Context: an optimization exercise on an open-source flow, tuned for a short achievable clock period and few clock cycles. The choices shown serve that exercise and are no tape-out recipe.
Only simulation tests tie the RTL to the original design; equivalence was not proved.
Power and IR drop assume default switching activity.

==> flow/design.v (outline; a module is shown in full before it is edited, if it fits) <==
// module abac_dec: 1622 lines
module abac_dec (
    input  wire        clk,
    input  wire        rst_n,
    input  wire        cmd_valid,
    output wire        cmd_ready,
    input  wire [2:0]  cmd_op,
    input  wire [5:0]  cmd_ctx,
    input  wire [9:0]  cmd_c0,
    input  wire [9:0]  cmd_c1,
    input  wire [15:0] cmd_max,
    input  wire        in_valid,
    output wire        in_ready,
    input  wire [7:0]  in_byte,
    output reg         rsp_valid,
    output reg         rsp_sym,
    output reg  [9:0]  rsp_c0,
    output reg  [9:0]  rsp_c1
);
  // ...
==> flow/run.sh <==
#!/bin/bash
# synth_recipe.tcl (not shown) runs the flow's synth.tcl, then flattens the netlist and writes it again
# the make line also repeats each setting of config.mk as NAME=value (left out here)
make -C /OpenROAD-flow-scripts/flow DESIGN_CONFIG=/design/flow/config.mk WORK_HOME=/design/flow/orfs CLKGATE_MAP_FILE= SYNTH_SCRIPT=/design/flow/synth_recipe.tcl finish
==> flow/config.mk <==
export PLATFORM = sky130hd
export DESIGN_NAME = abac_dec
export DESIGN_NICKNAME = abac_dec
export VERILOG_FILES = /design/flow/design.v
export SDC_FILE = /design/flow/constraint.sdc
export NUM_CORES = 4
export LEC_CHECK = 0
export CAP_MARGIN = 20
export CORE_MARGIN = 2
export CORE_UTILIZATION = 40
export PLACE_DENSITY = 0.6
export SETUP_SLACK_MARGIN = 2
export SLEW_MARGIN = 20
export SYNTH_MEMORY_MAX_BITS = 131072
==> flow/constraint.sdc <==
create_clock -name core_clock -period 12.0 [get_ports {clk}]
set_input_delay 2.4000 -clock core_clock [delete_from_list [all_inputs] [get_ports {clk}]]
set_output_delay 2.4000 -clock core_clock [all_outputs]
set_load 0.01 [all_outputs]
==> results.toml, run 1 <==
[synthesis]
synthFlopType = "edfxtp_1"
synthSimpleGateAreaFrac_pct = 18.3
synth_seq_cells = 1805
synth_edf_count = 1280
synth_compound_area_share_pct = 27.3
ys_warn_count = 11
synth_fa_ha_area_share_pct = 13.6
syn_area_um2 = 253000
synthMuxAreaShare_pct = 8.64
synth_top_area_share_pct = 15.2
async_flop_share_pct = 0
netlist_top_cells_area = "edfxtp_1 15%, ha_1 7.8%, mux4_2 7.6%"
synth_top_area_cell = "edfxtp_1"

[global_routing]
grt_pass1_vias = 347000
grt_pass1_wl_mm = 3130
grt_max_degree = 182
grt_usage_pct = 69.2
grt_busiest_layer = "met2"
grt_use_met2_pct = 82.6

[cts]
cts.sinks = 1805
cts_hold_buf = 0
cts-buffers-inserted = 229

[placement]
dp_slack_ns = -0.161
port_buffers = 80
placed_cells = 39800
placed_cell_area_um2 = 279000

[status]
stop_error = "[ERROR GRT-0116] Global routing finished with congestion. Check the congestion regions in the DRC Viewer."
outcome = "stopped before the end"
failing_step = "global routing (5_1_grt)"

[die]
rows = 291
die_x_um = 799
die_y_um = 799
initial_utilization_pct = 40.2
Testbench counts, summed over its fixed seeds: cycles 16,868.
==> run 2, diff against run 1 <==
--- a/flow/design.v
+++ b/flow/design.v
@@ -1058,24 +1058,27 @@
         input [15:0] lo;
         input [15:0] hi;
         reg [15:0] x, y, r, t;
         reg [16:0] px;
         integer i;
         begin
             x = lo ^ hi;
             y = lo & ~hi;
-            px[16] = 1'b0;
-            for (i = 15; i >= 0; i = i - 1)
-                px[i] = px[i+1] | x[i];
-            for (i = 15; i >= 0; i = i - 1)
-                r[i] = px[i+1] ? y[i] : 1'b1;
-            t[15] = r[15];
-            for (i = 14; i >= 0; i = i - 1)
-                t[i] = t[i+1] & r[i];
+            px = {1'b0, x};
+            px = px | (px >> 1);
+            px = px | (px >> 2);
+            px = px | (px >> 4);
+            px = px | (px >> 8);
+            r = ~px[16:1] | y;
+            t = r;
+            t = t & ({1'b1, t[15:1]});
+            t = t & ({2'b11, t[15:2]});
+            t = t & ({4'hF, t[15:4]});
+            t = t & ({8'hFF, t[15:8]});
             for (i = 0; i < 15; i = i + 1)
                 renorm_oh[i] = t[15-i] & ~t[14-i];
             renorm_oh[15] = t[0];
         end
     endfunction
     function [31:0] shl_oh;
         input [31:0] x;
         input [15:0] oh;
@@ -1083,49 +1086,54 @@
         begin
             shl_oh = 32'd0;
             for (m = 0; m < 16; m = m + 1)
                 shl_oh = shl_oh | ({32{oh[m]}} & (x << m));
         end
     endfunction
     reg  [9:0]  t_c0 [0:63];
     reg  [9:0]  t_c1 [0:63];
+    reg  [10:0] t_w  [0:63];        
+    reg  [10:0] t_w1 [0:63];        
     reg  [1:0]  f_cnt;
     reg  [2:0]  f0_op,  f1_op;
     reg  [5:0]  f0_ctx, f1_ctx;
+    reg  [63:0] f0_oh,  f1_oh;     
     reg  [35:0] f0_x,   f1_x;      
     reg         a_v;
     reg  [2:0]  a_op;
     reg  [5:0]  a_ctx;
+    reg  [63:0] a_oh;
     reg  [35:0] a_x;
     reg  [9:0]  a_c0, a_c1;
     reg  [36:0] a_inv;
     reg         a_same;            
     reg         a_bad;             
     reg         b_v;
     reg  [2:0]  b_op;
     reg  [5:0]  b_ctx;
     reg  [35:0] b_x;
     reg  [9:0]  b_c0, b_c1;
-    reg  [62:0] b_oh;              
+    reg  [26:0] b_m1;              
+    reg  [30:0] b_m3, b_m5, b_m7, b_m9, b_m11, b_m13, b_m15;
     reg         open;
     reg  [15:0] low, high, dv;     
-    reg  [16:0] rng;               
-    reg  [17:0] r3;                
-    reg  [18:0] r5, r7;            
+    reg  [15:0] rm1;               
     reg  [15:0] rb;                
     reg  [7:0]  qb;                
     reg  [3:0]  nq;
     reg  [15:0] pend;              
     reg         pend_nz;
     reg  [3:0]  pt;                
     reg         pins;              
     integer i;
-    assign in_ready  = pend_nz;
+    wire   init_rdy  = b_v && (b_op == OP_DEC_INIT) && !pend_nz && i_miss;
+    assign in_ready  = pend_nz | init_rdy;
     wire   take      = pend_nz & in_valid;
+    wire   i_take    = init_rdy & in_valid;
     wire   pend_le8  = (pend[15:4] == 12'd0) && (pend[3:0] <= 4'd8);
     wire   merge_ok  = pins & pend_le8 & in_valid;
     reg [15:0] insb;
     integer d, ii;
     always @* begin
         for (ii = 0; ii < 16; ii = ii + 1) begin
             d = pt - ii;
             if (d >= 0 && d < 8 && (pend_le8 ? (d < pend[3:0]) : 1'b1))
@@ -1142,47 +1150,162 @@
         (b_op == OP_DEC_INIT)  ? !pend_nz :
         (b_op == OP_DEC_FLUSH) ? (!open || !pend_nz) :
         (b_op == OP_CTX_GET)   ? !pend_nz : 1'b1);
     wire b_free = !b_v || b_done;
     wire merging = b_esym && pend_nz;    
     wire [15:0] d_in  = pend_nz ? dv_fill : dv;
     wire [7:0]  q_in  = pend_nz ? (in_byte << pend[3:0]) : qb;
     wire [3:0]  nq_in = pend_nz ? (4'd8 - pend[3:0]) : nq;
-    wire [18:0] m1 = {2'b00, rng};
-    wire [18:0] m2 = {1'b0, rng, 1'b0};
-    wire [18:0] m3 = {1'b0, r3};
-    wire [18:0] m4 = {rng, 2'b00};
-    wire [18:0] m5 = r5;
-    wire [18:0] m6 = {r3, 1'b0};
-    wire [18:0] m7 = r7;
-    reg  [43:0] pp [0:8];
-    integer pj;
+    wire [31:0] pm [0:16];
+    assign pm[0]  = 32'd0;
+    assign pm[1]  = {5'd0, b_m1};
+    assign pm[2]  = {4'd0, b_m1, 1'b0};
+    assign pm[3]  = {1'd0, b_m3};
+    assign pm[4]  = {3'd0, b_m1, 2'b0};
+    assign pm[5]  = {1'd0, b_m5};
+    assign pm[6]  = {b_m3, 1'b0};
+    assign pm[7]  = {1'd0, b_m7};
+    assign pm[8]  = {2'd0, b_m1, 3'b0};
+    assign pm[9]  = {1'd0, b_m9};
+    assign pm[10] = {b_m5, 1'b0};
+    assign pm[11] = {1'd0, b_m11};
+    assign pm[12] = {b_m3[29:0], 2'b0};
+    assign pm[13] = {1'd0, b_m13};
+    assign pm[14] = {b_m7, 1'b0};
+    assign pm[15] = {1'd0, b_m15};
+    assign pm[16] = {1'd0, b_m1, 4'b0};
+    reg  [43:0] pp [0:3];
+    reg  [31:0] psel;
+    integer pj, pv;
     always @* begin
-        for (pj = 0; pj < 9; pj = pj + 1)
-            pp[pj] = {25'd0,
-                      ({19{b_oh[7*pj+0]}} & m1) | ({19{b_oh[7*pj+1]}} & m2) |
-                      ({19{b_oh[7*pj+2]}} & m3) | ({19{b_oh[7*pj+3]}} & m4) |
-                      ({19{b_oh[7*pj+4]}} & m5) | ({19{b_oh[7*pj+5]}} & m6) |
-                      ({19{b_oh[7*pj+6]}} & m7)} << (3*pj);
+        for (pj = 0; pj < 4; pj = pj + 1) begin
+            psel = 32'd0;
+            for (pv = 0; pv < 16; pv = pv + 1)
+                if (pj == 0)
+                    psel = psel | ({32{rm1[3:0] == pv}} & pm[pv+1]);
+                else
+                    psel = psel | ({32{rm1[4*pj+3 -: 4] == pv}} & pm[pv]);
+            pp[pj] = {12'd0, psel} << (4*pj);
+        end
     end
-    wire [43:0] t1s0 = pp[0] ^ pp[1] ^ pp[2];
-    wire [43:0] t1c0 = ((pp[0] & pp[1]) | (pp[0] & pp[2]) | (pp[1] & pp[2])) << 1;
-    wire [43:0] t1s1 = pp[3] ^ pp[4] ^ pp[5];
-    wire [43:0] t1c1 = ((pp[3] & pp[4]) | (pp[3] & pp[5]) | (pp[4] & pp[5])) << 1;
-    wire [43:0] t1s2 = pp[6] ^ pp[7] ^ pp[8];
-    wire [43:0] t1c2 = ((pp[6] & pp[7]) | (pp[6] & pp[8]) | (pp[7] & pp[8])) << 1;
-    wire [43:0] t2s0 = t1s0 ^ t1c0 ^ t1s1;
-    wire [43:0] t2c0 = ((t1s0 & t1c0) | (t1s0 & t1s1) | (t1c0 & t1s1)) << 1;
-    wire [43:0] t2s1 = t1c1 ^ t1s2 ^ t1c2;
-    wire [43:0] t2c1 = ((t1c1 & t1s2) | (t1c1 & t1c2) | (t1s2 & t1c2)) << 1;
-    wire [43:0] t3s  = t2s0 ^ t2c0 ^ t2s1;
-    wire [43:0] t3c  = ((t2s0 & t2c0) | (t2s0 & t2s1) | (t2c0 & t2s1)) << 1;
-    wire [43:0] ps   = t3s ^ t3c ^ t2c1;
-    wire [43:0] pc   = ((t3s & t3c) | (t3s & t2c1) | (t3c & t2c1)) << 1;
+    wire dd1 = pp[0][12] ^ pp[1][12];
+    wire dd2 = pp[0][12] & pp[1][12];
+    wire dd3 = pp[0][13] ^ pp[1][13] ^ pp[2][13];
+    wire dd4 = (pp[0][13] & pp[1][13]) | (pp[0][13] & pp[2][13]) | (pp[1][13] & pp[2][13]);
+    wire dd5 = pp[0][14] ^ pp[1][14] ^ pp[2][14];
+    wire dd6 = (pp[0][14] & pp[1][14]) | (pp[0][14] & pp[2][14]) | (pp[1][14] & pp[2][14]);
+    wire dd7 = pp[0][15] ^ pp[1][15] ^ pp[2][15];
+    wire dd8 = (pp[0][15] & pp[1][15]) | (pp[0][15] & pp[2][15]) | (pp[1][15] & pp[2][15]);
+    wire dd9 = pp[0][16] ^ pp[1][16] ^ pp[2][16];
+    wire dd10 = (pp[0][16] & pp[1][16]) | (pp[0][16] & pp[2][16]) | (pp[1][16] & pp[2][16]);
+    wire dd11 = pp[0][17] ^ pp[1][17] ^ pp[2][17];
+    wire dd12 = (pp[0][17] & pp[1][17]) | (pp[0][17] & pp[2][17]) | (pp[1][17] & pp[2][17]);
+    wire dd13 = pp[0][18] ^ pp[1][18] ^ pp[2][18];
+    wire dd14 = (pp[0][18] & pp[1][18]) | (pp[0][18] & pp[2][18]) | (pp[1][18] & pp[2][18]);
+    wire dd15 = pp[0][19] ^ pp[1][19] ^ pp[2][19];
+    wire dd16 = (pp[0][19] & pp[1][19]) | (pp[0][19] & pp[2][19]) | (pp[1][19] & pp[2][19]);
+    wire dd17 = pp[0][20] ^ pp[1][20] ^ pp[2][20];
+    wire dd18 = (pp[0][20] & pp[1][20]) | (pp[0][20] & pp[2][20]) | (pp[1][20] & pp[2][20]);
+    wire dd19 = pp[0][21] ^ pp[1][21] ^ pp[2][21];
+    wire dd20 = (pp[0][21] & pp[1][21]) | (pp[0][21] & pp[2][21]) | (pp[1][21] & pp[2][21]);
+    wire dd21 = pp[0][22] ^ pp[1][22] ^ pp[2][22];
+    wire dd22 = (pp[0][22] & pp[1][22]) | (pp[0][22] & pp[2][22]) | (pp[1][22] & pp[2][22]);
+    wire dd23 = pp[0][23] ^ pp[1][23] ^ pp[2][23];
+    wire dd24 = (pp[0][23] & pp[1][23]) | (pp[0][23] & pp[2][23]) | (pp[1][23] & pp[2][23]);
+    wire dd25 = pp[0][24] ^ pp[1][24] ^ pp[2][24];
+    wire dd26 = (pp[0][24] & pp[1][24]) | (pp[0][24] & pp[2][24]) | (pp[1][24] & pp[2][24]);
+    wire dd27 = pp[0][25] ^ pp[1][25] ^ pp[2][25];
+    wire dd28 = (pp[0][25] & pp[1][25]) | (pp[0][25] & pp[2][25]) | (pp[1][25] & pp[2][25]);
+    wire dd29 = pp[0][26] ^ pp[1][26] ^ pp[2][26];
+    wire dd30 = (pp[0][26] & pp[1][26]) | (pp[0][26] & pp[2][26]) | (pp[1][26] & pp[2][26]);
+    wire dd31 = pp[0][27] ^ pp[1][27] ^ pp[2][27];
+    wire dd32 = (pp[0][27] & pp[1][27]) | (pp[0][27] & pp[2][27]) | (pp[1][27] & pp[2][27]);
+    wire dd33 = pp[0][28] ^ pp[1][28] ^ pp[2][28];
+    wire dd34 = (pp[0][28] & pp[1][28]) | (pp[0][28] & pp[2][28]) | (pp[1][28] & pp[2][28]);
+    wire dd35 = pp[0][29] ^ pp[1][29] ^ pp[2][29];
+    wire dd36 = (pp[0][29] & pp[1][29]) | (pp[0][29] & pp[2][29]) | (pp[1][29] & pp[2][29]);
+    wire dd37 = pp[0][30] ^ pp[1][30] ^ pp[2][30];
+    wire dd38 = (pp[0][30] & pp[1][30]) | (pp[0][30] & pp[2][30]) | (pp[1][30] & pp[2][30]);
+    wire dd39 = pp[0][31] ^ pp[1][31] ^ pp[2][31];
+    wire dd40 = (pp[0][31] & pp[1][31]) | (pp[0][31] & pp[2][31]) | (pp[1][31] & pp[2][31]);
+    wire dd41 = pp[1][32] ^ pp[2][32];
+    wire dd42 = pp[1][32] & pp[2][32];
+    wire dd43 = pp[1][33] ^ pp[2][33];
+    wire dd44 = pp[1][33] & pp[2][33];
+    wire dd45 = pp[1][34] ^ pp[2][34];
+    wire dd46 = pp[1][34] & pp[2][34];
+    wire dd47 = pp[1][35] ^ pp[2][35];
+    wire dd48 = pp[1][35] & pp[2][35];
+    wire dd49 = pp[0][8] ^ pp[1][8];
+    wire dd50 = pp[0][8] & pp[1][8];
+    wire dd51 = pp[0][9] ^ pp[1][9] ^ pp[2][9];
+    wire dd52 = (pp[0][9] & pp[1][9]) | (pp[0][9] & pp[2][9]) | (pp[1][9] & pp[2][9]);
+    wire dd53 = pp[0][10] ^ pp[1][10] ^ pp[2][10];
+    wire dd54 = (pp[0][10] & pp[1][10]) | (pp[0][10] & pp[2][10]) | (pp[1][10] & pp[2][10]);
+    wire dd55 = pp[0][11] ^ pp[1][11] ^ pp[2][11];
+    wire dd56 = (pp[0][11] & pp[1][11]) | (pp[0][11] & pp[2][11]) | (pp[1][11] & pp[2][11]);
+    wire dd57 = dd1 ^ pp[2][12] ^ pp[3][12];
+    wire dd58 = (dd1 & pp[2][12]) | (dd1 & pp[3][12]) | (pp[2][12] & pp[3][12]);
+    wire dd59 = dd2 ^ dd3 ^ pp[3][13];
+    wire dd60 = (dd2 & dd3) | (dd2 & pp[3][13]) | (dd3 & pp[3][13]);
+    wire dd61 = dd4 ^ dd5 ^ pp[3][14];
+    wire dd62 = (dd4 & dd5) | (dd4 & pp[3][14]) | (dd5 & pp[3][14]);
+    wire dd63 = dd6 ^ dd7 ^ pp[3][15];
+    wire dd64 = (dd6 & dd7) | (dd6 & pp[3][15]) | (dd7 & pp[3][15]);
+    wire dd65 = dd8 ^ dd9 ^ pp[3][16];
+    wire dd66 = (dd8 & dd9) | (dd8 & pp[3][16]) | (dd9 & pp[3][16]);
+    wire dd67 = dd10 ^ dd11 ^ pp[3][17];
+    wire dd68 = (dd10 & dd11) | (dd10 & pp[3][17]) | (dd11 & pp[3][17]);
+    wire dd69 = dd12 ^ dd13 ^ pp[3][18];
+    wire dd70 = (dd12 & dd13) | (dd12 & pp[3][18]) | (dd13 & pp[3][18]);
+    wire dd71 = dd14 ^ dd15 ^ pp[3][19];
+    wire dd72 = (dd14 & dd15) | (dd14 & pp[3][19]) | (dd15 & pp[3][19]);
+    wire dd73 = dd16 ^ dd17 ^ pp[3][20];
+    wire dd74 = (dd16 & dd17) | (dd16 & pp[3][20]) | (dd17 & pp[3][20]);
+    wire dd75 = dd18 ^ dd19 ^ pp[3][21];
+    wire dd76 = (dd18 & dd19) | (dd18 & pp[3][21]) | (dd19 & pp[3][21]);
+    wire dd77 = dd20 ^ dd21 ^ pp[3][22];
+    wire dd78 = (dd20 & dd21) | (dd20 & pp[3][22]) | (dd21 & pp[3][22]);
+    wire dd79 = dd22 ^ dd23 ^ pp[3][23];
+    wire dd80 = (dd22 & dd23) | (dd22 & pp[3][23]) | (dd23 & pp[3][23]);
+    wire dd81 = dd24 ^ dd25 ^ pp[3][24];
+    wire dd82 = (dd24 & dd25) | (dd24 & pp[3][24]) | (dd25 & pp[3][24]);
+    wire dd83 = dd26 ^ dd27 ^ pp[3][25];
+    wire dd84 = (dd26 & dd27) | (dd26 & pp[3][25]) | (dd27 & pp[3][25]);
+    wire dd85 = dd28 ^ dd29 ^ pp[3][26];
+    wire dd86 = (dd28 & dd29) | (dd28 & pp[3][26]) | (dd29 & pp[3][26]);
+    wire dd87 = dd30 ^ dd31 ^ pp[3][27];
+    wire dd88 = (dd30 & dd31) | (dd30 & pp[3][27]) | (dd31 & pp[3][27]);
+    wire dd89 = dd32 ^ dd33 ^ pp[3][28];
+    wire dd90 = (dd32 & dd33) | (dd32 & pp[3][28]) | (dd33 & pp[3][28]);
+    wire dd91 = dd34 ^ dd35 ^ pp[3][29];
+    wire dd92 = (dd34 & dd35) | (dd34 & pp[3][29]) | (dd35 & pp[3][29]);
+    wire dd93 = dd36 ^ dd37 ^ pp[3][30];
+    wire dd94 = (dd36 & dd37) | (dd36 & pp[3][30]) | (dd37 & pp[3][30]);
+    wire dd95 = dd38 ^ dd39 ^ pp[3][31];
+    wire dd96 = (dd38 & dd39) | (dd38 & pp[3][31]) | (dd39 & pp[3][31]);
+    wire dd97 = dd40 ^ dd41 ^ pp[3][32];
+    wire dd98 = (dd40 & dd41) | (dd40 & pp[3][32]) | (dd41 & pp[3][32]);
+    wire dd99 = dd42 ^ dd43 ^ pp[3][33];
+    wire dd100 = (dd42 & dd43) | (dd42 & pp[3][33]) | (dd43 & pp[3][33]);
+    wire dd101 = dd44 ^ dd45 ^ pp[3][34];
+    wire dd102 = (dd44 & dd45) | (dd44 & pp[3][34]) | (dd45 & pp[3][34]);
+    wire dd103 = dd46 ^ dd47 ^ pp[3][35];
+    wire dd104 = (dd46 & dd47) | (dd46 & pp[3][35]) | (dd47 & pp[3][35]);
+    wire dd105 = dd48 ^ pp[2][36] ^ pp[3][36];
+    wire dd106 = (dd48 & pp[2][36]) | (dd48 & pp[3][36]) | (pp[2][36] & pp[3][36]);
+    wire dd107 = pp[2][37] ^ pp[3][37];
+    wire dd108 = pp[2][37] & pp[3][37];
+    wire dd109 = pp[2][38] ^ pp[3][38];
+    wire dd110 = pp[2][38] & pp[3][38];
+    wire dd111 = pp[2][39] ^ pp[3][39];
+    wire dd112 = pp[2][39] & pp[3][39];
+    wire [43:0] ps = {pp[3][43], pp[3][42], pp[3][41], dd112, dd110, dd108, dd106, dd104, dd102, dd100, dd98, dd96, dd94, dd92, dd90, dd88, dd86, dd84, dd82, dd80, dd78, dd76, dd74, dd72, dd70, dd68, dd66, dd64, dd62, dd60, dd58, dd56, dd54, dd52, dd50, dd49, pp[0][7], pp[0][6], pp[0][5], pp[0][4], pp[0][3], pp[0][2], pp[0][1], pp[0][0]};
+    wire [43:0] pc = {1'b0, 1'b0, 1'b0, pp[3][40], dd111, dd109, dd107, dd105, dd103, dd101, dd99, dd97, dd95, dd93, dd91, dd89, dd87, dd85, dd83, dd81, dd79, dd77, dd75, dd73, dd71, dd69, dd67, dd65, dd63, dd61, dd59, dd57, dd55, dd53, dd51, pp[2][8], pp[1][7], pp[1][6], pp[1][5], pp[1][4], 1'b0, 1'b0, 1'b0, 1'b0};
     wire [27:0] plo  = {1'b0, ps[26:0]} + {1'b0, pc[26:0]};
     wire        qci  = plo[27];                  
     wire [16:0] qs   = ps[43:27];
     wire [16:0] qc   = pc[43:27];
     function [16:0] add3c;
         input [16:0] x;
         input [16:0] y;
         input        ci;
@@ -1197,65 +1320,46 @@
     wire [15:0] lx   = low ^ qs[15:0] ^ qc[15:0];
     wire [15:0] ly   = ((low & qs[15:0]) | (low & qc[15:0]) | (qs[15:0] & qc[15:0])) << 1;
     wire [16:0] lq17 = add3c({1'b0, lx}, {1'b0, ly}, qci);
     wire [15:0] l_q  = lq17[15:0];
     wire [15:0] lx1  = ~(lx ^ ly);
     wire [15:0] ly1  = (lx | ly) << 1;
     wire [16:0] lq1_17 = add3c({1'b0, lx1}, {1'b0, ly1}, qci);
     wire [15:0] l_q1 = lq1_17[15:0];
-    wire [16:0] rx   = rng ^ ~qs ^ ~qc;
-    wire [16:0] ry   = (((rng & ~qs) | (rng & ~qc) | (~qs & ~qc)) << 1) | 17'd1;
+    wire [16:0] rx   = {1'b0, rm1} ^ ~qs ^ ~qc;
+    wire [16:0] ry   = ((({1'b0, rm1} & ~qs) | ({1'b0, rm1} & ~qc) | (~qs & ~qc)) << 1) | 17'd1;
     wire [16:0] r_q  = add3c(rx, ry, ~qci);
+    wire [16:0] qx1  = ~(qs ^ qc);
+    wire [16:0] qy1  = (qs | qc) << 1;
+    wire [16:0] qm1_17 = add3c(qx1, qy1, qci);
+    wire [15:0] q_m1 = qm1_17[15:0];
     wire [16:0] dx   = {1'b0, d_in} ^ ~qs ^ ~qc;
     wire [16:0] dy   = ((({1'b0, d_in} & ~qs) | ({1'b0, d_in} & ~qc) | (~qs & ~qc)) << 1) | 17'd1;
     wire [16:0] dq17 = add3c(dx, dy, ~qci);
     wire [15:0] d_q  = dq17[15:0];
     wire        s    = ~dq17[16];
-    wire [17:0] q3   = {2'b0, q} + {1'b0, q, 1'b0};
-    wire [18:0] q5   = {3'b0, q} + {1'b0, q, 2'b0};
-    wire [18:0] q7   = {q, 3'b0} - {3'b0, q};
-    wire [17:0] rq3  = {1'b0, r_q} + {r_q, 1'b0};
-    wire [18:0] rq5  = {2'b0, r_q} + {r_q, 2'b0};
-    wire [18:0] rq7  = {r_q, 3'b0} - {3'b0, r_q};
     wire [15:0] k0 = renorm_oh(low, l_q1);
     wire [15:0] k1 = renorm_oh(l_q, high);
     wire [3:0]  avail = (rb < {12'd0, nq_in}) ? rb[3:0] : nq_in;
     wire [7:0]  qmask = ~(8'hFF >> avail);
     wire [7:0]  qm    = q_in & qmask;
     wire [31:0] low_s0 = shl_oh({16'd0, low}, k0);
     wire [15:0] low_n0 = {1'b0, low_s0[14:0]};
     wire [31:0] low_s1 = shl_oh({16'd0, l_q}, k1);
     wire [15:0] low_n1 = {1'b0, low_s1[14:0]};
     wire [31:0] hls0   = shl_oh({l_q1, 16'hFFFF}, k0);
     wire [31:0] hls1   = shl_oh({high, 16'hFFFF}, k1);
-    wire [31:0] rng_s0 = shl_oh({16'd0, q}, k0);
-    wire [16:0] rng_n0 = rng_s0[16:0];
-    wire [31:0] rng_s1 = shl_oh({15'd0, r_q}, k1);
-    wire [16:0] rng_n1 = rng_s1[16:0];
+    wire [31:0] rng_s0 = shl_oh({q_m1, 16'hFFFF}, k0);
+    wire [31:0] rng_s1 = shl_oh({r_q[15:0], 16'hFFFF}, k1);
     wire [31:0] dsh0   = shl_oh({d_in, qm, 8'd0}, k0);
     wire [31:0] dsh1   = shl_oh({d_q,  qm, 8'd0}, k1);
-    wire [31:0] r3_s0  = shl_oh({14'd0, q3}, k0);
-    wire [17:0] r3_n0  = r3_s0[17:0];
-    wire [31:0] r3_s1  = shl_oh({14'd0, rq3}, k1);
-    wire [17:0] r3_n1  = r3_s1[17:0];
-    wire [31:0] r5_s0  = shl_oh({13'd0, q5}, k0);
-    wire [18:0] r5_n0  = r5_s0[18:0];
-    wire [31:0] r5_s1  = shl_oh({13'd0, rq5}, k1);
-    wire [18:0] r5_n1  = r5_s1[18:0];
-    wire [31:0] r7_s0  = shl_oh({13'd0, q7}, k0);
-    wire [18:0] r7_n0  = r7_s0[18:0];
-    wire [31:0] r7_s1  = shl_oh({13'd0, rq7}, k1);
-    wire [18:0] r7_n1  = r7_s1[18:0];
     wire [15:0] low_n  = s ? low_n1 : low_n0;
     wire [15:0] high_n = {1'b1, s ? hls1[30:16] : hls0[30:16]};
-    wire [16:0] rng_n  = s ? rng_n1 : rng_n0;
-    wire [17:0] r3_n   = s ? r3_n1 : r3_n0;
-    wire [18:0] r5_n   = s ? r5_n1 : r5_n0;
-    wire [18:0] r7_n   = s ? r7_n1 : r7_n0;
+    wire [15:0] rm1_n  = s ? rng_s1[31:16] : rng_s0[31:16];
     wire [15:0] dv_n   = s ? dsh1[31:16] : dsh0[31:16];
     reg  [3:0]  c_rd   [0:15];
     reg         c_miss [0:15];
     reg  [15:0] c_rb   [0:15];
     reg  [3:0]  c_pend [0:15];
     reg  [3:0]  c_pt   [0:15];
     reg  [7:0]  c_qb   [0:15];
     reg  [3:0]  c_nq   [0:15];
@@ -1307,30 +1411,47 @@
     wire        u0_h  = (u0_c0 + u0_c1) >= 11'd1024;
     wire        u1_h  = (u1_c0 + u1_c1) >= 11'd1024;
     wire [9:0]  n0_c0 = u0_h ? (u0_c0[10:1] + 10'd1) : u0_c0[9:0];
     wire [9:0]  n0_c1 = u0_h ? (u0_c1[10:1] + 10'd1) : u0_c1[9:0];
     wire [9:0]  n1_c0 = u1_h ? (u1_c0[10:1] + 10'd1) : u1_c0[9:0];
     wire [9:0]  n1_c1 = u1_h ? (u1_c1[10:1] + 10'd1) : u1_c1[9:0];
     wire [9:0]  nw_c0 = s ? n1_c0 : n0_c0;
     wire [9:0]  nw_c1 = s ? n1_c1 : n0_c1;
+    wire [10:0] n0_w  = {1'b0, n0_c0} + {1'b0, n0_c1};
+    wire [10:0] n1_w  = {1'b0, n1_c0} + {1'b0, n1_c1};
+    wire [10:0] n0_w1 = {1'b0, n0_c0} + {1'b0, n0_c1} + 11'd1;
+    wire [10:0] n1_w1 = {1'b0, n1_c0} + {1'b0, n1_c1} + 11'd1;
+    wire [10:0] nw_w  = s ? n1_w  : n0_w;
+    wire [10:0] nw_w1 = s ? n1_w1 : n0_w1;
+    wire [10:0] set_w = {1'b0, b_x[9:0]} + {1'b0, b_x[19:10]};
+    wire [10:0] hv_w  = {1'b0, (b_c0 >> 1)} + {1'b0, (b_c1 >> 1)} + 11'd2;
     wire [15:0] imax   = b_x[35:20];
     wire [3:0]  i_av   = (imax < {12'd0, nq}) ? imax[3:0] : nq;
     wire [7:0]  i_qm   = qb & ~(8'hFF >> i_av);
     wire [4:0]  i_rd   = (imax < 16'd16) ? imax[4:0] : 5'd16;
     wire        i_miss = i_rd > {1'b0, nq};
+    wire [23:0] i_win  = ({qb, 16'd0} | ({16'd0, in_byte} << (5'd16 - {1'b0, nq}))) &
+                         ~(24'hFFFFFF >> i_rd);
+    wire [4:0]  i_more = i_rd - {1'b0, nq};         
+    wire        i_gt8  = i_more > 5'd8;
     wire [15:0] f_skip = (rb > {12'd0, nq}) ? (rb - {12'd0, nq}) : 16'd0;
     wire [10:0] a_w    = {1'b0, a_c0} + {1'b0, a_c1};
+    wire        a_needs = (a_op == OP_DEC_SYM) || (a_op == OP_CTX_GET) || (a_op == OP_CTX_HALVE);
     wire        hazard = a_v && a_bad || a_v && b_v && (
         (a_same && a_w == 11'd1023) ||
-        ((b_op == OP_CTX_SET || b_op == OP_CTX_HALVE) && b_ctx == a_ctx) ||
-        (b_op == OP_TBL_RESCALE) || (b_op == OP_TBL_INIT));
+        a_needs && ((b_op == OP_CTX_SET || b_op == OP_CTX_HALVE) && b_ctx == a_ctx) ||
+        a_needs && ((b_op == OP_TBL_RESCALE) || (b_op == OP_TBL_INIT)));
     wire a_adv  = a_v && b_free && !hazard;
-    wire a_take = (!a_v || a_adv) && (f_cnt != 2'd0);
-    wire a_rel  = a_v && !a_adv && b_free;         
+    wire h_needs    = (f0_op == OP_DEC_SYM) || (f0_op == OP_CTX_GET) || (f0_op == OP_CTX_HALVE);
+    wire head_block = h_needs && b_v && (
+        (b_op == OP_CTX_HALVE && b_ctx == f0_ctx) ||
+        (b_op == OP_TBL_RESCALE) || (b_op == OP_TBL_INIT));
+    wire a_take = (!a_v || a_adv) && (f_cnt != 2'd0) && !head_block;
+    wire a_rel  = a_v && a_bad && !b_v;
     wire a_load = a_take || a_rel;
     function [46:0] pmul;
         input [9:0]  c;
         input [36:0] v;
         reg   [46:0] r [0:10];
         reg   [46:0] u0s, u0c, u1s, u1c, u2s, u2c, u3s, u3c, u4s, u4c, u5s, u5c;
         reg   [46:0] u6s, u6c, u7s, u7c, u8s, u8c;
         integer n;
@@ -1345,172 +1466,181 @@
             u4s = u1c ^ u2s ^ u2c;     u4c = ((u1c & u2s) | (u1c & u2c) | (u2s & u2c)) << 1;
             u5s = u3s ^ u3c ^ u4s;     u5c = ((u3s & u3c) | (u3s & u4s) | (u3c & u4s)) << 1;
             u6s = u4c ^ r[9] ^ r[10];  u6c = ((u4c & r[9]) | (u4c & r[10]) | (r[9] & r[10])) << 1;
             u7s = u5s ^ u5c ^ u6s;     u7c = ((u5s & u5c) | (u5s & u6s) | (u5c & u6s)) << 1;
             u8s = u7s ^ u7c ^ u6c;     u8c = ((u7s & u7c) | (u7s & u6c) | (u7c & u6c)) << 1;
             pmul = u8s + u8c;
         end
     endfunction
-    function [62:0] onehot8;
-        input [26:0] v;
-        integer n;
+    wire [46:0] ya  = pmul(a_c0 + 10'd1, a_inv);
+    wire [46:0] yb  = pmul(a_c0, a_inv);
+    wire [26:0] pa = ya[36:10];
+    wire [26:0] pb = yb[36:10];
+    function [30:0] cs3;                 
+        input [30:0] x;
+        input [30:0] y;
+        input [30:0] z;
+        reg   [30:0] u, v;
         begin
-            for (n = 0; n < 9; n = n + 1) begin
-                onehot8[7*n+0] = v[3*n+2 -: 3] == 3'd1;
-                onehot8[7*n+1] = v[3*n+2 -: 3] == 3'd2;
-                onehot8[7*n+2] = v[3*n+2 -: 3] == 3'd3;
-                onehot8[7*n+3] = v[3*n+2 -: 3] == 3'd4;
-                onehot8[7*n+4] = v[3*n+2 -: 3] == 3'd5;
-                onehot8[7*n+5] = v[3*n+2 -: 3] == 3'd6;
-                onehot8[7*n+6] = v[3*n+2 -: 3] == 3'd7;
-            end
+            u = x ^ y ^ z;
+            v = ((x & y) | (x & z) | (y & z)) << 1;
+            cs3 = u + v;
         end
     endfunction
-    wire [46:0] ya  = pmul(a_c0 + 10'd1, a_inv);
-    wire [46:0] yb  = pmul(a_c0, a_inv);
-    wire [62:0] oha = onehot8(ya[36:10]);
-    wire [62:0] ohb = onehot8(yb[36:10]);
-    wire b_tset  = b_v && (b_op == OP_CTX_SET);
-    wire b_thalf = b_v && (b_op == OP_CTX_HALVE);
-    wire b_tresc = b_v && (b_op == OP_TBL_RESCALE);
-    wire b_tinit = b_v && (b_op == OP_TBL_INIT);
-    wire [9:0]  th_c0 = t_c0[f0_ctx];
-    wire [9:0]  th_c1 = t_c1[f0_ctx];
-    wire [9:0]  tr_c0 = t_c0[a_ctx];
-    wire [9:0]  tr_c1 = t_c1[a_ctx];
-    function [19:0] after_b;
-        input [5:0] ctx;
-        input [9:0] c0;
-        input [9:0] c1;
-        reg   [10:0] w;
+    function [216:0] mults;              
+        input [26:0] v;
+        reg   [30:0] w;
         begin
-            w = {1'b0, c0} + {1'b0, c1};
-            after_b = {c1, c0};
-            if (b_tset && b_ctx == ctx)
-                after_b = b_x[19:0];
-            else if ((b_thalf && b_ctx == ctx) || (b_tresc && w > 11'd16))
-                after_b = {(c1 >> 1) + 10'd1, (c0 >> 1) + 10'd1};
-            else if (b_tinit)
-                after_b = {10'd1, 10'd1};
+            w = {4'd0, v};
+            mults[30:0]    = w + (w << 1);
+            mults[61:31]   = w + (w << 2);
+            mults[92:62]   = (w << 3) - w;
+            mults[123:93]  = w + (w << 3);
+            mults[154:124] = cs3(w, w << 1, w << 3);
+            mults[185:155] = cs3(w, w << 2, w << 3);
+            mults[216:186] = (w << 4) - w;
         end
     endfunction
-    wire [19:0] oh_v = after_b(f0_ctx, th_c0, th_c1);
-    wire [19:0] or_v = after_b(a_ctx, tr_c0, tr_c1);
-    wire [10:0] oh_w = {1'b0, oh_v[9:0]} + {1'b0, oh_v[19:10]};
-    wire [10:0] or_w = {1'b0, or_v[9:0]} + {1'b0, or_v[19:10]};
+    wire [216:0] ma = mults(pa);
+    wire [216:0] mb = mults(pb);
+    wire        rd_own = a_v && a_bad && !b_v;
+    wire [63:0] rd_oh  = rd_own ? a_oh : f0_oh;
+    reg  [9:0]  th_c0, th_c1;
+    reg  [10:0] th_w, th_w1;
+    integer ti;
+    always @* begin
+        th_c0 = 10'd0; th_c1 = 10'd0; th_w = 11'd0; th_w1 = 11'd0;
+        for (ti = 0; ti < 64; ti = ti + 1) begin
+            th_c0 = th_c0 | ({10{rd_oh[ti]}} & t_c0[ti]);
+            th_c1 = th_c1 | ({10{rd_oh[ti]}} & t_c1[ti]);
+            th_w  = th_w  | ({11{rd_oh[ti]}} & t_w[ti]);
+            th_w1 = th_w1 | ({11{rd_oh[ti]}} & t_w1[ti]);
+        end
+    end
     wire bs_h = b_esym && (b_ctx == f0_ctx);
-    wire bs_r = b_esym && (b_ctx == a_ctx);
     wire open_after = b_v ? ((b_op == OP_DEC_INIT) ? 1'b1 :
                              (b_op == OP_DEC_FLUSH) ? 1'b0 : open) : open;
     wire as_h = a_v && (a_op == OP_DEC_SYM) && open_after && (a_ctx == f0_ctx);
     wire        b_half = ({1'b0, b_c0} + {1'b0, b_c1}) >= 11'd1023;
     wire [10:0] b_w1   = {1'b0, b_c0} + {1'b0, b_c1} + 11'd1;
-    wire [10:0] wh     = bs_h ? b_w1 : oh_w;
-    wire [11:0] wh_a   = {wh, 1'b1} + {11'd0, as_h};
-    wire [36:0] inv_h  = inv_rom(wh_a[11:1]);
-    wire [10:0] wr     = bs_r ? b_w1 : or_w;
-    wire [36:0] inv_r  = inv_rom(wr);
-    wire fwd_sym = b_done && b_esym && (b_ctx == (a_take ? f0_ctx : a_ctx));
-    wire [19:0] ov_v = a_take ? oh_v : or_v;
-    wire [9:0] v0_c0 = fwd_sym ? n0_c0 : ov_v[9:0];
-    wire [9:0] v0_c1 = fwd_sym ? n0_c1 : ov_v[19:10];
-    wire [9:0] v1_c0 = fwd_sym ? n1_c0 : ov_v[9:0];
-    wire [9:0] v1_c1 = fwd_sym ? n1_c1 : ov_v[19:10];
+    wire [10:0] b_w2   = {1'b0, b_c0} + {1'b0, b_c1} + 11'd2;
+    wire        bset_h = b_v && (b_op == OP_CTX_SET) && (b_ctx == f0_ctx);
+    wire [10:0] set_w1 = set_w + 11'd1;
+    wire [10:0] wh     = rd_own ? th_w :
+                         bset_h ? (as_h ? set_w1 : set_w) :
+                         bs_h ? (as_h ? b_w2 : b_w1) : (as_h ? th_w1 : th_w);
+    wire [36:0] inv_h  = inv_rom(wh);
+    wire fwd_sym = b_done && bs_h;
+    wire [9:0] tf_c0 = (bset_h && !rd_own) ? b_x[9:0]   : th_c0;
+    wire [9:0] tf_c1 = (bset_h && !rd_own) ? b_x[19:10] : th_c1;
+    wire [9:0] v0_c0 = fwd_sym ? n0_c0 : tf_c0;
+    wire [9:0] v0_c1 = fwd_sym ? n0_c1 : tf_c1;
+    wire [9:0] v1_c0 = fwd_sym ? n1_c0 : tf_c0;
+    wire [9:0] v1_c1 = fwd_sym ? n1_c1 : tf_c1;
     wire same_next = a_take && (b_free ? as_h : bs_h);
-    wire [36:0] l_inv = a_take ? inv_h : inv_r;
-    wire        l_bad = a_take ? (b_done && bs_h && b_half) : (bs_r && b_half);
+    wire [36:0] l_inv = inv_h;
+    wire        l_bad = a_take && fwd_sym && b_half;
     wire ssel = fwd_sym & s;
     wire enq = cmd_valid && !f_cnt[1];
+    wire [63:0] cmd_oh = 64'd1 << cmd_ctx;
     assign cmd_ready = !f_cnt[1];
     always @(posedge clk) begin
         if (!rst_n) begin
             f_cnt     <= 2'd0;
             a_v       <= 1'b0;
             b_v       <= 1'b0;
             open      <= 1'b0;
             rb        <= 16'd0;
             qb        <= 8'd0;
             nq        <= 4'd0;
             pend      <= 16'd0;
             pend_nz   <= 1'b0;
             pt        <= 4'd0;
             pins      <= 1'b0;
             low       <= 16'h0000;
             high      <= 16'hFFFF;
-            rng       <= 17'h10000;
-            r3        <= 18'h30000;
-            r5        <= 19'h50000;
-            r7        <= 19'h70000;
+            rm1       <= 16'hFFFF;
             dv        <= 16'd0;
             rsp_valid <= 1'b0;
             rsp_sym   <= 1'b0;
             rsp_c0    <= 10'd0;
             rsp_c1    <= 10'd0;
-            f0_op <= 3'd0; f0_ctx <= 6'd0; f0_x <= 36'd0;
-            f1_op <= 3'd0; f1_ctx <= 6'd0; f1_x <= 36'd0;
-            a_op <= 3'd0; a_ctx <= 6'd0; a_x <= 36'd0;
+            f0_op <= 3'd0; f0_ctx <= 6'd0; f0_x <= 36'd0; f0_oh <= 64'd0;
+            f1_op <= 3'd0; f1_ctx <= 6'd0; f1_x <= 36'd0; f1_oh <= 64'd0;
+            a_op <= 3'd0; a_ctx <= 6'd0; a_oh <= 64'd0; a_x <= 36'd0;
             a_c0 <= 10'd0; a_c1 <= 10'd0; a_inv <= 37'd0; a_same <= 1'b0; a_bad <= 1'b0;
             b_op <= 3'd0; b_ctx <= 6'd0; b_x <= 36'd0;
-            b_c0 <= 10'd0; b_c1 <= 10'd0; b_oh <= 63'd0;
+            b_c0 <= 10'd0; b_c1 <= 10'd0;
+            b_m1 <= 27'd0; b_m3 <= 31'd0; b_m5 <= 31'd0; b_m7 <= 31'd0;
+            b_m9 <= 31'd0; b_m11 <= 31'd0; b_m13 <= 31'd0; b_m15 <= 31'd0;
             for (i = 0; i < 64; i = i + 1) begin
                 t_c0[i] <= 10'd1;
                 t_c1[i] <= 10'd1;
+                t_w[i]  <= 11'd2;
+                t_w1[i] <= 11'd3;
             end
         end else begin
             if (a_take) begin
                 if (f_cnt == 2'd2) begin
-                    f0_op <= f1_op; f0_ctx <= f1_ctx; f0_x <= f1_x;
+                    f0_op <= f1_op; f0_ctx <= f1_ctx; f0_x <= f1_x; f0_oh <= f1_oh;
                 end else if (enq) begin
-                    f0_op <= cmd_op; f0_ctx <= cmd_ctx;
+                    f0_op <= cmd_op; f0_ctx <= cmd_ctx; f0_oh <= cmd_oh;
                     f0_x <= {cmd_max, cmd_c1, cmd_c0};
                 end
             end else if (enq) begin
                 if (f_cnt == 2'd0) begin
-                    f0_op <= cmd_op; f0_ctx <= cmd_ctx;
+                    f0_op <= cmd_op; f0_ctx <= cmd_ctx; f0_oh <= cmd_oh;
                     f0_x <= {cmd_max, cmd_c1, cmd_c0};
                 end else begin
-                    f1_op <= cmd_op; f1_ctx <= cmd_ctx;
+                    f1_op <= cmd_op; f1_ctx <= cmd_ctx; f1_oh <= cmd_oh;
                     f1_x <= {cmd_max, cmd_c1, cmd_c0};
                 end
             end
             f_cnt <= f_cnt + {1'b0, enq} - {1'b0, a_take};
             if (a_load) begin
                 a_v    <= 1'b1;
                 if (a_take) begin
                     a_op  <= f0_op;
                     a_ctx <= f0_ctx;
+                    a_oh  <= f0_oh;
                     a_x   <= f0_x;
                 end
                 a_c0   <= ssel ? v1_c0 : v0_c0;
                 a_c1   <= ssel ? v1_c1 : v0_c1;
                 a_inv  <= l_inv;
                 a_bad  <= l_bad;
                 a_same <= same_next;
             end else if (a_adv) begin
                 a_v <= 1'b0;
+            end else if (a_v && b_done) begin
+                a_bad <= 1'b1;           
             end
             if (b_free) begin
                 b_v <= a_adv;
                 if (a_adv) begin
                     b_op  <= a_op;
                     b_ctx <= a_ctx;
                     b_x   <= a_x;
                     if (a_same && !s) begin
                         b_c0 <= a_c0 + 10'd1;
                         b_c1 <= a_c1;
-                        b_oh <= oha;
                     end else if (a_same) begin
                         b_c0 <= a_c0;
                         b_c1 <= a_c1 + 10'd1;
-                        b_oh <= ohb;
                     end else begin
                         b_c0 <= a_c0;
                         b_c1 <= a_c1;
-                        b_oh <= ohb;
+                    end
+                    if (a_same && !s) begin
+                        b_m1 <= pa;
+                        {b_m15, b_m13, b_m11, b_m9, b_m7, b_m5, b_m3} <= ma;
+                    end else begin
+                        b_m1 <= pb;
+                        {b_m15, b_m13, b_m11, b_m9, b_m7, b_m5, b_m3} <= mb;
                     end
                 end
             end
             if (take) begin
                 if (pins)
                     dv <= dv_fill;
                 if (pend_le8) begin
                     pend    <= 16'd0;
@@ -1526,41 +1656,46 @@
             end
             rsp_valid <= 1'b0;
             if (b_done) begin
                 case (b_op)
                 OP_DEC_INIT: begin
                     open <= 1'b1;
                     low  <= 16'h0000;
                     high <= 16'hFFFF;
-                    rng  <= 17'h10000;
-                    r3   <= 18'h30000;
-                    r5   <= 19'h50000;
-                    r7   <= 19'h70000;
-                    dv   <= {i_qm, 8'd0};
+                    rm1  <= 16'hFFFF;
+                    dv   <= i_take ? i_win[23:8] : {i_qm, 8'd0};
                     rb   <= imax - {11'd0, i_rd};
                     pins <= 1'b1;
-                    if (i_miss) begin
+                    if (i_take) begin
+                        if (i_gt8) begin
+                            pend    <= {11'd0, i_more} - 16'd8;
+                            pend_nz <= 1'b1;
+                            pt      <= 4'd7 - nq;
+                            qb      <= 8'd0;
+                            nq      <= 4'd0;
+                        end else begin
+                            qb <= in_byte << i_more[3:0];
+                            nq <= 4'd8 - i_more[3:0];
+                        end
+                    end else if (i_miss) begin
                         pend    <= {11'd0, i_rd} - {12'd0, nq};
                         pend_nz <= 1'b1;
                         pt      <= 4'd15 - nq;
                         qb      <= 8'd0;
                         nq      <= 4'd0;
                     end else begin
                         qb <= qb << i_rd[3:0];
                         nq <= nq - i_rd[3:0];
                     end
                 end
                 OP_DEC_SYM: if (open) begin
                     low  <= low_n;
                     high <= high_n;
-                    rng  <= rng_n;
-                    r3   <= r3_n;
-                    r5   <= r5_n;
-                    r7   <= r7_n;
+                    rm1  <= rm1_n;
                     dv   <= dv_n;
                     rb   <= rb_n;
                     pins <= 1'b1;
                     if (miss) begin
                         pend    <= {12'd0, pend_n};
                         pend_nz <= 1'b1;
                         pt      <= pt_n;
                         qb      <= 8'd0;
@@ -1568,16 +1703,18 @@
                     end else begin
                         pend    <= 16'd0;
                         pend_nz <= 1'b0;
                         qb      <= qb_n;
                         nq      <= nq_n;
                     end
                     t_c0[b_ctx] <= nw_c0;
                     t_c1[b_ctx] <= nw_c1;
+                    t_w[b_ctx]  <= nw_w;
+                    t_w1[b_ctx] <= nw_w1;
                     rsp_valid <= 1'b1;
                     rsp_sym   <= s;
                     rsp_c0    <= 10'd0;
                     rsp_c1    <= 10'd0;
                 end
                 OP_DEC_FLUSH: if (open) begin
                     open    <= 1'b0;
                     rb      <= 16'd0;
@@ -1585,38 +1722,46 @@
                     nq      <= 4'd0;
                     pins    <= 1'b0;
                     pend    <= f_skip;
                     pend_nz <= f_skip != 16'd0;
                 end
                 OP_CTX_SET: begin
                     t_c0[b_ctx] <= b_x[9:0];
                     t_c1[b_ctx] <= b_x[19:10];
+                    t_w[b_ctx]  <= set_w;
+                    t_w1[b_ctx] <= set_w + 11'd1;
                 end
                 OP_CTX_GET: begin
                     rsp_valid <= 1'b1;
                     rsp_sym   <= 1'b0;
                     rsp_c0    <= b_c0;
                     rsp_c1    <= b_c1;
                 end
                 OP_CTX_HALVE: begin
                     t_c0[b_ctx] <= (b_c0 >> 1) + 10'd1;
                     t_c1[b_ctx] <= (b_c1 >> 1) + 10'd1;
+                    t_w[b_ctx]  <= hv_w;
+                    t_w1[b_ctx] <= hv_w + 11'd1;
                 end
                 OP_TBL_RESCALE: begin
                     for (i = 0; i < 64; i = i + 1) begin
-                        if (({1'b0, t_c0[i]} + {1'b0, t_c1[i]}) > 11'd16) begin
+                        if (t_w[i] > 11'd16) begin
                             t_c0[i] <= (t_c0[i] >> 1) + 10'd1;
                             t_c1[i] <= (t_c1[i] >> 1) + 10'd1;
+                            t_w[i]  <= {1'b0, (t_c0[i] >> 1)} + {1'b0, (t_c1[i] >> 1)} + 11'd2;
+                            t_w1[i] <= {1'b0, (t_c0[i] >> 1)} + {1'b0, (t_c1[i] >> 1)} + 11'd3;
                         end
                     end
                 end
                 OP_TBL_INIT: begin
                     for (i = 0; i < 64; i = i + 1) begin
                         t_c0[i] <= 10'd1;
                         t_c1[i] <= 10'd1;
+                        t_w[i]  <= 11'd2;
+                        t_w1[i] <= 11'd3;
                     end
                 end
                 endcase
             end
         end
     end
 endmodule
==> flow/config.mk (replaced) <==
export PLATFORM = sky130hd
export DESIGN_NAME = abac_dec
export DESIGN_NICKNAME = abac_dec
export VERILOG_FILES = /design/flow/design.v
export SDC_FILE = /design/flow/constraint.sdc
export NUM_CORES = 4
export LEC_CHECK = 0
export CAP_MARGIN = 20
export CORE_MARGIN = 2
export CORE_UTILIZATION = 35
export PLACE_DENSITY = 0.5
export SETUP_SLACK_MARGIN = 3
export SLEW_MARGIN = 20
export SYNTH_MEMORY_MAX_BITS = 131072
==> results.toml, run 2 <==
[status]
outcome = "stopped before the end"
failing_step = "global routing (5_1_grt)"
stop_error = "[ERROR GRT-0232] Routing congestion too high. Check the congestion heatmap in the GUI."

[synthesis]
netlist_top_cells_count = "3499 x nand2_1, 2688 x edfxtp_1, 2526 x nor2_1"
avgSynthCellArea_um2 = 8.42
synthDistinctLibCells = 132
ys_warn_count = 11
async_flop_share_pct = 0
synth_edf_count = 2688
syn_area_um2 = 323000
synth_top_area_cell = "edfxtp_1"
synthFlopType = "edfxtp_1"
syn_inst = 38300
seq_area_frac_synth_pct = 30.1
synth_seq_cells = 3502
synth.most_common_cell = "nand2_1"
synth_top_area_share_pct = 25.0
netlist_top_cells_area = "edfxtp_1 25%, ha_1 7.4%, xnor2_1 5.2%"

[placement]
dp_slack_ns = 0.529
port_buffers = 80
place_congestion = 1.38
hpwl_mm = 2390

[cts]
h-tree-depth = 5
cts-root-buf = "clkbuf_16"
clock_path_buffers = 5
cts-buffers-inserted = 461
cts.sinks = 3502
cts_hold_buf = 0

[die]
die_y_um = 964
die_x_um = 964
initial_utilization_pct = 35.1
rows = 352
pin_count = 81

[global_routing]
overflow = 2
grt_max_degree = 204
grt_usage_pct = 65.2
==> run 2: cell types whose count changed after synthesis, moves of 440 or more <==
cell,change
nand2_1,+627
xnor2_1,+1014
mux4_2,-835
a22oi_1,+586
a22o_1,+478
o22ai_1,+726
edfxtp_1,+1408
nand3_1,+585
a21oi_1,+440
==> run 2: worst min-delay path by stage <==
stage,slack (ns),cells past startpoint,start,endpoint
after floorplan,0.43,2,a_x[31],b_x[31]
after global placement,0.44,2,a_oh[11],a_oh[11]
after detailed placement,0.45,2,a_x[33],b_x[33]
after CTS,0.43,2,f1_x[2],f0_x[2]
==> run 2: what timing repair did <==
action / 4_1_cts
endpoints found under the setup margin: 1707
resized for setup: 1038
setup buffers: 448
pin swaps: 379
gates cloned: 14
==> run 2: power by group through the flow <==
stage | Clock [mW] | Combinational (mW) | Sequential, mW
global placement | 0 | 90.2 | 17.9
floorplan | 0 | 36.2 | 15.2
detailed placement | 0 | 90.3 | 17.9
CTS | 14.8 | 92.9 | 17.6
==> run 2: stage by stage <==
stage	util, %	cells	total power, mW	hold slack, ns	instance area (um2)
4_1_cts	41.4	51800	125	0.430	380000
2_1_floorplan	-	38400	51.3	0.432	324000
3_3_place_gp	38.7	50500	108	0.439	355000
3_5_place_dp	38.7	50500	108	0.446	356000
==> run 2: layer usage <==
layer / overflow / GRT usage, %
met1: 0 / 68.7
met2: 2 / 76.9
met5: 0 / 34.2
met3: 0 / 52.8
met4: 0 / 57.9
==> run 2: cells by family after synthesis <==
group                    share of synthesized area [%]
AND/OR/NAND/NOR                                   16.9
AO/OA/AOI/OAI                                     25.2
flip-flops                                        30.1
XOR/XNOR                                          8.41
multiplexers                                      1.14
other                                          0.00233
buffers and inverters                             5.93
adder cells (fa/ha/maj)                           12.3
Testbench counts of run 2, summed over its fixed seeds: cycles 16,761.
